What follows belongs to an exercise in optimizing a design on an open flow for a short achievable clock period and few clock cycles; a production flow would make more cautious choices.
The RTL was checked by simulation tests, not by an equivalence proof against the original design.
Power figures rest on the tool's default switching activity, not on a simulated workload.

// cvb
module cvb (
    input  wire        clk,
    input  wire        rst,           
    input  wire        host_wr,
    input  wire [2:0]  host_waddr,
    input  wire [15:0] host_wdata,
    input  wire [2:0]  host_raddr,
    output wire [15:0] host_rdata,
    output wire        busy,
    output wire [2:0]  outcome,
    output wire        mem_en,
    output wire        mem_we,
    output wire [15:0] mem_addr,
    output wire [7:0]  mem_wdata,
    input  wire [7:0]  mem_rdata,
    output wire        poll_en,
    output wire [1:0]  poll_sel,      
    input  wire        poll_ans,
    output wire        put_en,
    output wire [7:0]  put_data,
    output wire        get_en,
    input  wire [7:0]  get_data,
    output wire        chs_valid,
    output wire [7:0]  chs_data,
    input  wire        chs_ready,
    input  wire        chs_err,
    input  wire        chr_valid,
    input  wire [7:0]  chr_data,
    input  wire        chr_err,
    output wire        chr_ready
);
Size: ~3000 cells after synthesis, about 460 flip-flops, about 120 I/O pins.
make LEC_CHECK=0 CAP_MARGIN=20 CORE_MARGIN=2 CORE_UTILIZATION=50 PLACE_DENSITY=0.65 SETUP_SLACK_MARGIN=3.0 SLEW_MARGIN=20 SYNTH_HIERARCHICAL=1 SYNTH_MINIMUM_KEEP_SIZE=0 finish   # period 6.0 ns
run.sh (not shown) runs the stock make flow with config.mk's settings and CLKGATE_MAP_FILE= SYNTH_SCRIPT=/design/flow/synth_recipe.tcl, a recipe that flattens the netlist after the stock synthesis.
Testbench counts at the start, summed over its fixed seeds: cycles 34,524.
==> next run, changes <==
- CORE_UTILIZATION: 50 -> 60
- PLACE_DENSITY: 0.65 -> 0.7
Result:
- hold slack barely changes
- cell area went down by 2.2%
- global-route usage went up by 6.2 points
- synthesized cell count stays the same
- clock power went down by about 5%
- first-iteration DRC count went up by 8.3%
- routed wire length went down by 1.8%
- sequential power is about the same
- utilization went up by 11 points
==> next run, changes <==
- SETUP_SLACK_MARGIN: 3.0 -> 3.2
=> The new run finished with timing, DRC and antenna clean. Worst hold slack is about the same. Utilization goes up by 6.3 points. Final cell count goes up by 3.8%. Via count goes up by 5.4%. Clock-buffer cell count goes up by 8. Die area does not change. Synthesized cell count stays the same. Wire length goes up by 8.3%. Design area goes up by 8.7%.
==> next run, changes <==
- CORE_UTILIZATION: 60 -> 55
- SETUP_SLACK_MARGIN: 3.2 -> 3.0
Effect:
- clock power rises by about 2%
- first-iteration DRC count falls by 25%
- power falls by 0.83%
- design area falls by 6.6%

* * *

## job 3379
Starting RTL as in the previous note.
Settings: LEC_CHECK=0, CAP_MARGIN=20, CORE_MARGIN=2, CORE_UTILIZATION=60, PLACE_DENSITY=0.7, SETUP_SLACK_MARGIN=2.8, SLEW_MARGIN=20, SYNTH_HIERARCHICAL=1, SYNTH_MINIMUM_KEEP_SIZE=0; clock period 6.0 ns.
Testbench counts of job 3379, summed over its fixed seeds: cycles 34,524.
The following lists how job 2300 was set up differently from job 3379:
--- a/flow/config.mk
+++ b/flow/config.mk
@@ -9,6 +9,6 @@
 export CORE_MARGIN = 2
 export CORE_UTILIZATION = 60
-export PLACE_DENSITY = 0.7
-export SETUP_SLACK_MARGIN = 2.8
+export PLACE_DENSITY = 0.78
+export SETUP_SLACK_MARGIN = 3.0
 export SLEW_MARGIN = 20
 export SYNTH_HIERARCHICAL = 1
--- outcome ---
Cell depth of the worst setup path ends up lower on job 2300. | total power | job 2300 vs job 3379 | about 1.6% lower |. Job 2300 — worst slew margin relative to its limit 5.4 points lower, job 3379 as reference. [diff] wire length of the first global-routing pass, job 2300 relative to job 3379: regression.
Changes in job 1812 relative to job 2300:
--- a/flow/config.mk
+++ b/flow/config.mk
@@ -8,6 +8,6 @@
 export CAP_MARGIN = 20
 export CORE_MARGIN = 2
-export CORE_UTILIZATION = 60
-export PLACE_DENSITY = 0.78
+export CORE_UTILIZATION = 65
+export PLACE_DENSITY = 0.72
 export SETUP_SLACK_MARGIN = 3.0
 export SLEW_MARGIN = 20
### Flow results
Re reported clock group power: job 1812 and job 2300 aren't equal, and the higher value belongs to job 1812.
Summary of job 1812 over job 2300: number of well taps went down by 22, maximum ir drop on the vdd rail went up by 4.6%.
Looking at job 1812 and job 2300, the worst hold slack is a wash.
Of job 1812 and job 2300, the run reporting the higher final worst-path setup slack was job 1812.
Taking job 2300 as the reference, in job 1812 routed wire length went up by about 0.9%; global-route total usage across every layer now sits higher; final area flat.

## re-timing with driven ports
The results above use ideal ports. As a check the final layouts listed here were re-extracted and re-timed, cells and wires unchanged.
Step 1: set_driving_cell puts a clkbuf_16 on clk and a buf_2 on each other input, an assumption about the parent block.
Step 2 moves the port delays by t, midway between the first and last clock arrival at a register: inputs arrive t later, outputs are due t later. That takes back most of the time a late clock gives input paths.
Three values: ideal, step 1, step 2; two values: the first two.
run | t, ns | setup WS [ns] | worst register clock-pin slew, ns | worst data-port slew with drivers (ns) | pins driven straight from the clock port
the first run of note 1 | 0.682 | 2.751 / 2.364 / 2.339 | 0.07 / 0.07 | 0.46 | 1
the second run of note 1 | 0.676 | 2.778 / 2.443 / 2.343 | 0.07 / 0.07 | 0.41 | 1
the third run of note 1 | 0.693 | 2.573 / 2.333 / 2.195 | 0.07 / 0.07 | 0.43 | 1
the fourth run of note 1 | 0.677 | 2.766 / 2.382 / 2.290 | 0.07 / 0.07 | 0.46 | 1
job 3379 | 0.672 | 2.760 / 2.445 / 2.105 | 0.07 / 0.07 | 0.37 | 1
job 2300 | 0.695 | 2.596 / 2.436 / 2.342 | 0.07 / 0.07 | 0.18 | 1
job 1812 | 0.676 | 2.729 / 2.438 / 2.307 | 0.07 / 0.07 | 0.43 | 1
After both steps setup and hold are still met in every run listed. The setup slack of job 3379, which loses most, moves by -0.315 ns with the drivers and by -0.655 ns with both steps.
